Source: an optimization exercise on an open RTL-to-GDS flow (aim: small area, a short achievable clock period and few clock cycles). Production flows keep margins and buffers that such runs may drop. The RTL was checked by simulation tests, not by an equivalence proof against the original design.

File: config.mk
export PLATFORM = sky130hd
export DESIGN_NAME = owd_core
export DESIGN_NICKNAME = owd_core
export VERILOG_FILES = /design/flow/design.v
export SDC_FILE = /design/flow/constraint.sdc
export NUM_CORES = 4
export LEC_CHECK = 0
export CAP_MARGIN = 20
export CORE_MARGIN = 2
export CORE_UTILIZATION = 40
export SLEW_MARGIN = 20
File: constraint.sdc
create_clock -name core_clock -period 12.0 [get_ports {clk}]
set_input_delay 2.4000 -clock core_clock [delete_from_list [all_inputs] [get_ports {clk}]]
set_output_delay 2.4000 -clock core_clock [all_outputs]
set_load 0.01 [all_outputs]
File: design.v
module owd_core (
    input              clk,
    input              rst,
    input              start,
    input              cancel,
    input      [31:0]  sample_rate_hz,
    input              force_overdrive,
    input              channel_valid,
    input      [7:0]   channel,
    output reg         cur_valid,
    output reg [1:0]   cur_cmd,
    output reg [31:0]  cur_n,
    input              cur_ack,
    input      [63:0]  cur_sample,
    input              cur_level,
    input              cur_eos,
    output reg         snk_valid,
    output reg [180:0] snk_data,
    output             idle,
    output             busy,
    output             halted,
    output reg [1:0]   halt_reason,
    output     [7:0]   chan
);
    localparam [31:0] MIN_SAMPLE_RATE_HZ = 32'd2000000;
    localparam [19:0] US_PER_S           = 20'd1000000;
    localparam [9:0] US_FLOOR   = 10'd10;     
    localparam [9:0] US_CHK     = 10'd15;     
    localparam [9:0] US_SP      = 10'd30;     
    localparam [9:0] US_STD_MIN = 10'd380;    
    localparam [9:0] US_STD_NOM = 10'd480;    
    localparam [9:0] US_OVD_MIN = 10'd40;     
    localparam [9:0] US_OVD_MAX = 10'd88;     
    localparam [9:0] US_GAP     = 10'd1000;   
    localparam [3:0] PH_IDLE = 4'd0,  PH_START = 4'd1,  PH_MEASURE = 4'd2,  PH_GLITCH = 4'd3,
                     PH_GAPCHK = 4'd4, PH_GAPFLUSH = 4'd5, PH_RSTCHK = 4'd6, PH_RSTACC = 4'd7,
                     PH_RSTRE = 4'd8, PH_CHKPT = 4'd9, PH_SPOINT = 4'd10, PH_ASM = 4'd11,
                     PH_EMIT = 4'd12, PH_PROGRESS = 4'd13, PH_CANCELCHK = 4'd14, PH_HALT = 4'd15;
    localparam [1:0] CMD_QUERY = 2'd0, CMD_ADV_EDGE = 2'd1, CMD_PEEK_EDGE = 2'd2, CMD_ADV_BY = 2'd3;
    localparam [1:0] REC_FRAME = 2'd0, REC_COMMIT = 2'd1, REC_MARKER = 2'd2, REC_PROGRESS = 2'd3;
    localparam [2:0] MK_INVALID = 3'd0, MK_START = 3'd1, MK_DOWNARROW = 3'd2, MK_ZERO = 3'd3,
                     MK_ONE = 3'd4;
    localparam [1:0] KIND_RESTART = 2'd0;
    localparam [1:0] LAYER_UNKNOWN = 2'd0, LAYER_DATA = 2'd1, LAYER_COMMAND = 2'd2,
                     LAYER_CRC = 2'd3;
    localparam [1:0] ST_UNKNOWN = 2'd0, ST_GAP = 2'd1, ST_RESET = 2'd2, ST_DECODING = 2'd3;
    localparam [1:0] HR_NONE = 2'd0, HR_CANCELLED = 2'd1, HR_EOS = 2'd2, HR_CONFIG = 2'd3;
    reg [3:0]  ph;
    reg [2:0]  sub;           
    reg [31:0] cfg_rate;
    reg        cfg_force;
    reg [7:0]  cfg_chan;
    reg [31:0] t_floor, t_chk, t_sp, t_std_min, t_std_nom, t_ovd_min, t_ovd_max, t_gap;
    reg [63:0] rise, fall, high_w, low_w, field_start;
    reg [47:0] acc;
    reg [5:0]  bits;
    reg [1:0]  layer;
    reg [1:0]  st;
    reg        bit_r;
    reg        overdrive;
    reg        defer;
    reg        rst_warn;
    reg [2:0]  thr_idx;
    reg [5:0]  div_cnt;
    reg [20:0] div_rem;
    reg [41:0] div_quo;
    assign idle   = (ph == PH_IDLE);
    assign halted = (ph == PH_HALT);
    assign busy   = !idle && !halted;
    assign chan   = cfg_chan;
    reg [9:0] thr_us;
    always @(*) begin
        case (thr_idx)
            3'd0:    thr_us = US_FLOOR;
            3'd1:    thr_us = US_CHK;
            3'd2:    thr_us = US_SP;
            3'd3:    thr_us = US_STD_MIN;
            3'd4:    thr_us = US_STD_NOM;
            3'd5:    thr_us = US_OVD_MIN;
            3'd6:    thr_us = US_OVD_MAX;
            default: thr_us = US_GAP;
        endcase
    end
    wire [41:0] div_dividend = cfg_rate * thr_us;
    wire [20:0] div_trial    = {div_rem[19:0], div_dividend[div_cnt]};
    wire        div_ge       = (div_trial >= {1'b0, US_PER_S});
    wire [20:0] div_next_rem = div_ge ? (div_trial - {1'b0, US_PER_S}) : div_trial;
    wire [41:0] div_next_quo = {div_quo[40:0], div_ge};
    wire od_eff      = cfg_force | overdrive;
    wire is_std      = (low_w > {32'd0, t_std_min});
    wire is_ovd      = od_eff && (low_w > {32'd0, t_ovd_min}) && (low_w < {32'd0, t_ovd_max});
    wire std_warn    = (low_w < {32'd0, t_std_nom});
    reg [5:0] layer_width;
    always @(*) begin
        case (layer)
            LAYER_DATA:    layer_width = 6'd16;
            LAYER_COMMAND: layer_width = 6'd48;
            default:       layer_width = 6'd8;
        endcase
    end
    always @(*) begin
        cur_valid = 1'b0;
        cur_cmd   = CMD_QUERY;
        cur_n     = 32'd0;
        case (ph)
            PH_START:    if (sub == 3'd2) cur_valid = 1'b1;
            PH_MEASURE: begin
                cur_valid = 1'b1;
                case (sub)
                    3'd0:    cur_cmd = CMD_QUERY;
                    3'd3:    cur_cmd = CMD_PEEK_EDGE;
                    default: cur_cmd = CMD_ADV_EDGE;
                endcase
            end
            PH_GLITCH: begin
                if (sub != 3'd0) begin
                    cur_valid = 1'b1;
                    cur_cmd   = (sub == 3'd3) ? CMD_PEEK_EDGE : CMD_ADV_EDGE;
                end
            end
            PH_RSTACC: if (sub == 3'd2) begin
                cur_valid = 1'b1;
                cur_cmd   = CMD_ADV_EDGE;
            end
            PH_CHKPT: begin
                cur_valid = 1'b1;
                cur_cmd   = CMD_ADV_BY;
                cur_n     = t_chk;
            end
            PH_SPOINT: begin
                cur_valid = 1'b1;
                cur_cmd   = CMD_ADV_BY;
                cur_n     = t_sp - t_chk;
            end
            PH_PROGRESS: cur_valid = 1'b1;
            default: ;
        endcase
    end
    wire ack = cur_valid && cur_ack;
    always @(posedge clk) begin
        if (rst) begin
            ph          <= PH_IDLE;
            sub         <= 3'd0;
            halt_reason <= HR_NONE;
            cfg_rate    <= 32'd0;
            cfg_force   <= 1'b0;
            cfg_chan    <= 8'd0;
            t_floor     <= 32'd0;
            t_chk       <= 32'd0;
            t_sp        <= 32'd0;
            t_std_min   <= 32'd0;
            t_std_nom   <= 32'd0;
            t_ovd_min   <= 32'd0;
            t_ovd_max   <= 32'd0;
            t_gap       <= 32'd0;
            rise        <= 64'd0;
            fall        <= 64'd0;
            high_w      <= 64'd0;
            low_w       <= 64'd0;
            field_start <= 64'd0;
            acc         <= 48'd0;
            bits        <= 6'd0;
            layer       <= LAYER_UNKNOWN;
            st          <= ST_UNKNOWN;
            bit_r       <= 1'b0;
            overdrive   <= 1'b0;
            defer       <= 1'b0;
            rst_warn    <= 1'b0;
            thr_idx     <= 3'd0;
            div_cnt     <= 6'd0;
            div_rem     <= 21'd0;
            div_quo     <= 42'd0;
            snk_valid   <= 1'b0;
            snk_data    <= 181'd0;
        end else begin
            snk_valid <= 1'b0;
            snk_data  <= 181'd0;
            if (ack && cur_eos) begin
                halt_reason <= HR_EOS;
                ph          <= PH_HALT;
                sub         <= 3'd0;
            end else begin
                case (ph)
                    PH_IDLE: begin
                        if (start) begin
                            ph  <= PH_START;
                            sub <= 3'd0;
                        end
                    end
                    PH_START: begin
                        case (sub)
                            3'd0: begin
                                if (sample_rate_hz < MIN_SAMPLE_RATE_HZ || !channel_valid) begin
                                    halt_reason <= HR_CONFIG;
                                    ph          <= PH_HALT;
                                end else begin
                                    cfg_rate    <= sample_rate_hz;
                                    cfg_force   <= force_overdrive;
                                    cfg_chan    <= channel;
                                    st          <= ST_UNKNOWN;
                                    layer       <= LAYER_UNKNOWN;
                                    bits        <= 6'd0;
                                    acc         <= 48'd0;
                                    field_start <= 64'd0;
                                    bit_r       <= 1'b0;
                                    rst_warn    <= 1'b0;
                                    defer       <= 1'b0;
                                    overdrive   <= force_overdrive;
                                    fall        <= 64'd0;
                                    high_w      <= 64'd0;
                                    low_w       <= 64'd0;
                                    halt_reason <= HR_NONE;
                                    thr_idx     <= 3'd0;
                                    div_cnt     <= 6'd41;
                                    div_rem     <= 21'd0;
                                    div_quo     <= 42'd0;
                                    sub         <= 3'd1;
                                end
                            end
                            3'd1: begin
                                div_rem <= div_next_rem;
                                div_quo <= div_next_quo;
                                if (div_cnt == 6'd0) begin
                                    case (thr_idx)
                                        3'd0:    t_floor   <= div_next_quo[31:0];
                                        3'd1:    t_chk     <= div_next_quo[31:0];
                                        3'd2:    t_sp      <= div_next_quo[31:0];
                                        3'd3:    t_std_min <= div_next_quo[31:0];
                                        3'd4:    t_std_nom <= div_next_quo[31:0];
                                        3'd5:    t_ovd_min <= div_next_quo[31:0];
                                        3'd6:    t_ovd_max <= div_next_quo[31:0];
                                        default: t_gap     <= div_next_quo[31:0];
                                    endcase
                                    div_rem <= 21'd0;
                                    div_quo <= 42'd0;
                                    div_cnt <= 6'd41;
                                    thr_idx <= thr_idx + 3'd1;
                                    if (thr_idx == 3'd7)
                                        sub <= 3'd2;
                                end else begin
                                    div_cnt <= div_cnt - 6'd1;
                                end
                            end
                            default: begin
                                if (ack) begin
                                    rise <= cur_sample;
                                    ph   <= PH_MEASURE;
                                    sub  <= 3'd0;
                                end
                            end
                        endcase
                    end
                    PH_MEASURE: begin
                        if (ack) begin
                            case (sub)
                                3'd0: sub <= cur_level ? 3'd2 : 3'd1;
                                3'd1: begin
                                    rise <= cur_sample;
                                    sub  <= 3'd2;
                                end
                                3'd2: begin
                                    fall   <= cur_sample;
                                    high_w <= cur_sample - rise;
                                    sub    <= 3'd3;
                                end
                                default: begin
                                    rise  <= cur_sample;
                                    low_w <= cur_sample - fall;
                                    ph    <= PH_GLITCH;
                                    sub   <= 3'd0;
                                end
                            endcase
                        end
                    end
                    PH_GLITCH: begin
                        case (sub)
                            3'd0: begin
                                if (!defer && high_w < {32'd0, t_floor}) begin
                                    snk_valid            <= 1'b1;
                                    snk_data[1:0]        <= REC_MARKER;
                                    snk_data[65:2]       <= fall;
                                    snk_data[68:66]      <= MK_INVALID;
                                    sub                  <= 3'd1;
                                end else if (!defer && low_w < {32'd0, t_floor}) begin
                                    snk_valid            <= 1'b1;
                                    snk_data[1:0]        <= REC_MARKER;
                                    snk_data[65:2]       <= fall;
                                    snk_data[68:66]      <= MK_INVALID;
                                    sub                  <= 3'd4;
                                end else begin
                                    defer <= 1'b0;
                                    ph    <= (st == ST_UNKNOWN) ? PH_GAPCHK : PH_RSTCHK;
                                end
                            end
                            3'd1: if (ack) begin
                                rise <= cur_sample;
                                sub  <= 3'd2;
                            end
                            3'd2: if (ack) begin
                                fall   <= cur_sample;
                                high_w <= cur_sample - rise;
                                sub    <= 3'd3;
                            end
                            3'd3: if (ack) begin
                                rise  <= cur_sample;
                                low_w <= cur_sample - fall;
                                sub   <= 3'd0;
                            end
                            3'd4: if (ack) begin
                                sub <= 3'd5;
                            end
                            default: if (ack) begin
                                fall   <= cur_sample;
                                high_w <= high_w + (cur_sample - fall);
                                sub    <= 3'd3;
                            end
                        endcase
                    end
                    PH_GAPCHK: begin
                        snk_valid       <= 1'b1;
                        snk_data[1:0]   <= REC_MARKER;
                        snk_data[65:2]  <= fall;
                        if (high_w > {32'd0, t_gap}) begin
                            st              <= ST_GAP;
                            snk_data[68:66] <= MK_START;
                            ph              <= PH_GAPFLUSH;
                        end else begin
                            snk_data[68:66] <= MK_DOWNARROW;
                            ph              <= PH_RSTCHK;
                        end
                    end
                    PH_GAPFLUSH: begin
                        snk_valid     <= 1'b1;
                        snk_data[1:0] <= REC_COMMIT;
                        layer         <= LAYER_DATA;
                        bits          <= 6'd0;
                        acc           <= 48'd0;
                        st            <= ST_DECODING;
                        ph            <= PH_RSTCHK;
                    end
                    PH_RSTCHK: begin
                        if (is_std || is_ovd) begin
                            rst_warn <= is_std && std_warn;
                            ph       <= PH_RSTACC;
                            sub      <= 3'd0;
                        end else begin
                            ph <= PH_CHKPT;
                        end
                    end
                    PH_RSTACC: begin
                        case (sub)
                            3'd0: begin
                                if (is_std)
                                    overdrive <= 1'b0;
                                st            <= ST_RESET;
                                snk_valid     <= 1'b1;
                                snk_data[1:0] <= REC_COMMIT;
                                sub           <= 3'd1;
                            end
                            3'd1: begin
                                snk_valid         <= 1'b1;
                                snk_data[1:0]     <= REC_FRAME;
                                snk_data[65:2]    <= fall;
                                snk_data[129:66]  <= rise;
                                snk_data[131:130] <= KIND_RESTART;
                                snk_data[180]     <= rst_warn;
                                sub               <= 3'd2;
                            end
                            default: if (ack) begin
                                ph  <= PH_RSTRE;
                                sub <= 3'd0;
                            end
                        endcase
                    end
                    PH_RSTRE: begin
                        layer <= LAYER_DATA;
                        bits  <= 6'd0;
                        acc   <= 48'd0;
                        defer <= 1'b1;
                        st    <= ST_DECODING;
                        ph    <= PH_PROGRESS;
                    end
                    PH_CHKPT: begin
                        if (ack) begin
                            if (cur_level) begin
                                snk_valid       <= 1'b1;
                                snk_data[1:0]   <= REC_MARKER;
                                snk_data[65:2]  <= cur_sample;
                                snk_data[68:66] <= MK_INVALID;
                                ph              <= PH_PROGRESS;
                            end else begin
                                ph <= PH_SPOINT;
                            end
                        end
                    end
                    PH_SPOINT: begin
                        if (ack) begin
                            bit_r           <= cur_level;
                            snk_valid       <= 1'b1;
                            snk_data[1:0]   <= REC_MARKER;
                            snk_data[65:2]  <= cur_sample;
                            snk_data[68:66] <= cur_level ? MK_ONE : MK_ZERO;
                            ph              <= PH_ASM;
                        end
                    end
                    PH_ASM: begin
                        if (layer == LAYER_UNKNOWN) begin
                            ph <= PH_PROGRESS;
                        end else begin
                            if (bits == 6'd0)
                                field_start <= fall;
                            acc  <= acc | ({47'd0, bit_r} << bits);
                            bits <= bits + 6'd1;
                            if (bits + 6'd1 == layer_width)
                                ph <= PH_EMIT;
                            else
                                ph <= PH_PROGRESS;
                        end
                    end
                    PH_EMIT: begin
                        snk_valid         <= 1'b1;
                        snk_data[1:0]     <= REC_FRAME;
                        snk_data[65:2]    <= field_start;
                        snk_data[129:66]  <= rise;
                        snk_data[131:130] <= layer;
                        snk_data[179:132] <= acc;
                        bits              <= 6'd0;
                        acc               <= 48'd0;
                        if (layer == LAYER_DATA)
                            layer <= LAYER_COMMAND;
                        else
                            layer <= LAYER_CRC;
                        ph <= PH_PROGRESS;
                    end
                    PH_PROGRESS: begin
                        if (ack) begin
                            snk_valid      <= 1'b1;
                            snk_data[1:0]  <= REC_PROGRESS;
                            snk_data[65:2] <= cur_sample;
                            ph             <= PH_CANCELCHK;
                        end
                    end
                    PH_CANCELCHK: begin
                        if (cancel) begin
                            halt_reason <= HR_CANCELLED;
                            ph          <= PH_HALT;
                        end else begin
                            ph  <= PH_MEASURE;
                            sub <= 3'd0;
                        end
                    end
                    default: ;  
                endcase
            end
        end
    end
endmodule
File: run.sh
#!/bin/bash
# synth_recipe.tcl (not shown) runs the flow's synth.tcl, then flattens the netlist and writes it again
# the make line also repeats each setting of config.mk as NAME=value (left out here)
make -C /OpenROAD-flow-scripts/flow DESIGN_CONFIG=/design/flow/config.mk WORK_HOME=/design/flow/orfs CLKGATE_MAP_FILE= SYNTH_SCRIPT=/design/flow/synth_recipe.tcl finish
==> run notes <==
[metrics by stage]
| stage | cells | util | setup WS, ps |
|---|---|---|---|
| after floorplan | 7807 | - | 3890 |
| after global placement | 9763 | 0.436 | 2070 |
| after detailed placement | 9764 | 0.436 | 1820 |
| after CTS | 9965 | 0.461 | 2090 |
| after global routing | 9967 | 0.461 | 1830 |
| final | 9967 | 0.461 | 2420 |
[registers in the layout, indices dropped and copies added, names as in the netlist, 48 cells and up]
signal / cells
field_start: 64
low_w: 64
acc: 48
high_w: 64
snk_data: 181
rise: 64
fall: 64
[worst register-to-register path, delay by kind of cell, from the launching register on]
kind	cells	cell delay, ps
buf+inv	5	1200
simple gates	5	1330
fa+ha+maj	7	3300
xor+xnor	1	170
flops	1	480
compound gates	12	2920
[layer usage]
layer | vias up | wire, um
met2 | 1800 | 94100
met3 | 311 | 12300
met1 | 27300 | 92300
met4 | 4 | 5360
met5 | - | 25
li1 | 27100 | -
[cell families after synthesis]
family	share of synthesized area
AO/OA/AOI/OAI	0.202
XOR/XNOR	0.0331
adder cells (fa/ha/maj)	0.187
buffers and inverters	0.0639
flip-flops	0.302
multiplexers	0.00185
AND/OR/NAND/NOR	0.210
[report_power, final]
part | switching, mW | internal (mW)
registers | 0.294 | 3.28
logic | 2.97 | 1.68
clock network | 1.43 | 2.11
[final cells by class]
type / count / area share
diodes: 1 / 0.0000356
clock buffers: 148 / 0.0444
clock inverters: 53 / 0.0102
inverters: 547 / 0.0292
multi-input cells: 5835 / 0.558
flip-flops and latches: 930 / 0.265
well taps: 2030 / 0.0361
repair buffers: 423 / 0.0575
[worst paths after layout]
path | slack [ps] | cells after the start | to
max | 2420 | 28 | high_w[60]$_SDFFE_PP0P_
min | 450 | 2 | field_start[30]$_SDFFE_PP0P_
max reg2reg | 2420 | 30 | div_rem[8]$_SDFFE_PP0P_
min reg2reg | 450 | 2 | field_start[30]$_SDFFE_PP0P_
[Yosys cell counts (11+ instances only)]
cell type / n
sky130_fd_sc_hd__fa_1: 242
sky130_fd_sc_hd__a211oi_1: 51
sky130_fd_sc_hd__a2111oi_0: 19
sky130_fd_sc_hd__or3_1: 20
sky130_fd_sc_hd__and2_1: 116
sky130_fd_sc_hd__and3_1: 176
sky130_fd_sc_hd__nor3_1: 134
sky130_fd_sc_hd__dfxtp_1: 930
sky130_fd_sc_hd__buf_1: 15
sky130_fd_sc_hd__o221ai_1: 13
sky130_fd_sc_hd__inv_1: 546
sky130_fd_sc_hd__o22ai_1: 39
sky130_fd_sc_hd__nand2_1: 1329
sky130_fd_sc_hd__o31ai_1: 16
sky130_fd_sc_hd__or2_2: 11
sky130_fd_sc_hd__o21a_1: 42
sky130_fd_sc_hd__o211ai_1: 34
sky130_fd_sc_hd__a21o_1: 225
sky130_fd_sc_hd__nor2_1: 459
sky130_fd_sc_hd__and4_1: 15
sky130_fd_sc_hd__o2111ai_1: 12
sky130_fd_sc_hd__o21ai_1: 24
sky130_fd_sc_hd__xnor2_1: 142
sky130_fd_sc_hd__o21ai_0: 198
sky130_fd_sc_hd__xor2_1: 88
sky130_fd_sc_hd__clkbuf_1: 475
sky130_fd_sc_hd__a21oi_1: 919
sky130_fd_sc_hd__a221oi_1: 49
sky130_fd_sc_hd__ha_1: 532
sky130_fd_sc_hd__a31oi_1: 37
sky130_fd_sc_hd__o21bai_1: 40
sky130_fd_sc_hd__a222oi_1: 64
sky130_fd_sc_hd__or4_1: 12
sky130_fd_sc_hd__nand3b_1: 12
sky130_fd_sc_hd__nor4_1: 32
sky130_fd_sc_hd__nand3_1: 295
sky130_fd_sc_hd__nor2b_1: 71
sky130_fd_sc_hd__a22oi_1: 42
sky130_fd_sc_hd__nand2b_1: 59
sky130_fd_sc_hd__nand4_1: 74
==> load_flow_metrics.sql <==
INSERT INTO impl_metrics (metric_group, metric, value, unit) VALUES
('synthesis', 'postSynthCellCount', '7807', ''),
('cells_and_area', 'most-common-layout-cells', '1328 x sky130_fd_sc_hd__nand2_1, 930 x sky130_fd_sc_hd__dfxtp_1, 918 x sky130_fd_sc_hd__a21oi_1', ''),
('floorplan', 'core-area', '152000', 'sq um'),
('timing', 'period_share', '0.798', ''),
('power_and_ir_drop', 'cell_leakage_power', '26.3', 'nW'),
('drt', 'number_of_iterations_in_the_first_detailed_routing_pass', '7', ''),
('placed_design', 'hpwlAfterDp', '147000', 'um'),
('cts', 'cts_sinks', '930', ''),
('worst_setup_path', 'cp_max_fo', '7', ''),
('power_and_ir_drop', 'total_power', '11.8', 'mW'),
('worst_setup_path', 'critical-path-slowest-cell', 'sky130_fd_sc_hd__clkdlybuf4s50_1', ''),
('floorplan', 'die-width', '396', 'um'),
('cells_and_area', 'mostFrequentLayoutCell', 'sky130_fd_sc_hd__nand2_1', ''),
('synthesis', 'netlist.top_cell.by_area', 'sky130_fd_sc_hd__dfxtp_1', ''),
('worst_setup_path', 'reg2reg_from', 'thr_idx[0]$_SDFFE_PP0P_', ''),
('synthesis', 'yosys.cell_types.count', '100', ''),
('floorplan', 'die_area', '157000', 'sq um'),
('status', 'run_status', 'finished clean', ''),
('global_route', 'grt_max_degree', '126', ''),
('min_path', 'hp-class', 'register to register', ''),
('flow_run', 'cap_violations', '0', ''),
('worst_setup_path', 'crit_start', 'cur_sample[1]', ''),
('cts', 'clock_latency_at_the_later_pin_of_the_worst_skew_pair', '740', 'ps'),
('global_route', 'gr-usage-met2', '0.414', ''),
('worst_setup_path', 'worst_setup_path_end_kind', 'register', ''),
('worst_setup_path', 'cp_data_required_time', '12570', 'ps'),
('synthesis', 'yosysWarnings', '1', ''),
('cells_and_area', 'seqCellArea', '18600', 'sq um'),
('drt', 'route.detailed.wl_per_inst', '20.5', 'um'),
('worst_setup_path', 'critPathLaunchType', 'primary input', ''),
('timing', 'layout_min_cycle_time', '9580', 'ps'),
('cts', 'clockBufferDepth', '3', ''),
('min_path', 'launch_instance_of_the_worst_min_delay_path', 'field_start[30]$_SDFFE_PP0P_', ''),
('worst_setup_path', 'worst_path_most_repeated_cell', 'sky130_fd_sc_hd__a21oi_1', ''),
('cts', 'cts_resized', '0', ''),
('placed_design', 'placement.io_buffers', '342', ''),
('cts', 'clock_tree_from_tritoncts', 'yes', ''),
('timing', 'clock.fmax', '0.104', 'GHz'),
('global_route', 'grt.met1_usage', '0.347', ''),
('drt', 'antenna_violating_nets_post_route', '0', ''),
('timing', 'slew_headroom', '0.266', ''),
('drt', 'detail_route.wirelength', '204000', 'um'),
('worst_setup_path', 'critPathTopFamily', 'compound AO/OA/AOI/OAI gates', ''),
('cts', 'numCtsBuffers', '107', ''),
('synthesis', 'post_synth_edffs', '0', ''),
('timing', 'fin_worst_hold_slack', '449', 'ps'),
('synthesis', 'postSynth.topFlopCell', 'sky130_fd_sc_hd__dfxtp_1', ''),
('cts', 'clock_tree.root_cell', 'sky130_fd_sc_hd__clkbuf_16', ''),
('drt', 'drt_drc_violations_left', '0', ''),
('synthesis', 'synth_async_sr_flop_share', '0', ''),
('global_route', 'antenna_violations_before_repair', '5', ''),
('global_route', 'globalRouteMet3Util', '0.0351', ''),
('power_and_ir_drop', 'p_per_area', '167', 'nW/um^2'),
('timing', 'tightestPinTransition', '1100', 'ps'),
('cells_and_area', 'final_design_area_no_fill', '70300', 'sq um'),
('synthesis', 'yosys-top-cells-area', 'sky130_fd_sc_hd__dfxtp_1 30%, sky130_fd_sc_hd__ha_1 11%, sky130_fd_sc_hd__nand2_1 8.1%', ''),
('cts', 'cts_htree_levels', '3', ''),
('timing', 'unrepaired_setup_endpoints_after_global_routing', 'no', ''),
('synthesis', 'synth_sequential_area_ratio', '0.302', ''),
('timing', 'finalClockSkew', '49.0', 'ps'),
('drt', 'route.detailed.vias_per_inst', '5.66', ''),
('global_route', 'grt-busiest-layer', 'met2', ''),
('cells_and_area', 'final_layout_size_suffix_gt1_frac', '0.0444', ''),
('global_route', 'grt_first_pass_wirelength', '318000', 'um'),
('cts', 'clkSlewWorstSetupHoldPaths', '70', 'ps'),
('synthesis', 'postSynthRegisterBits', '930', ''),
('placed_design', 'place_congestion', '0.935', ''),
('synthesis', 'synthDominantCellAreaShare', '0.302', ''),
('synthesis', 'synth_area_per_inst', '7.89', 'sq um'),
('global_route', 'grt_pass1_vias', '54500', ''),
('timing', 'tns', '0', 'ps');
Testbench counts, summed over its fixed seeds: cycles 154,937.

[what the ideal ports hide]
The results above use ideal ports. As a check the final layout listed here was re-extracted and re-timed, cells and wires unchanged. Step 1 sets driving cells, clkbuf_16 on the clock port and buf_2 on the other inputs (assumed; they add their load-dependent delay and slew). Step 2 also shifts input and output timing later by t, the mid clock arrival at the registers, as if the neighbouring blocks saw the same clock. Three values: ideal, step 1, step 2; two values: the first two.
t, ns: 0.789
slack for setup (ns): 2.420 / 2.425 / 1.684
worst hold slack (ns): 0.449 / 0.449 / 0.449
latest minus earliest clock arrival (ns): 0.057 / 0.057
worst data-port slew with drivers (ns): 0.15
After both steps setup and hold are still met in this run. The setup slack of this run moves by +0.005 ns with the drivers and by -0.736 ns with both steps.
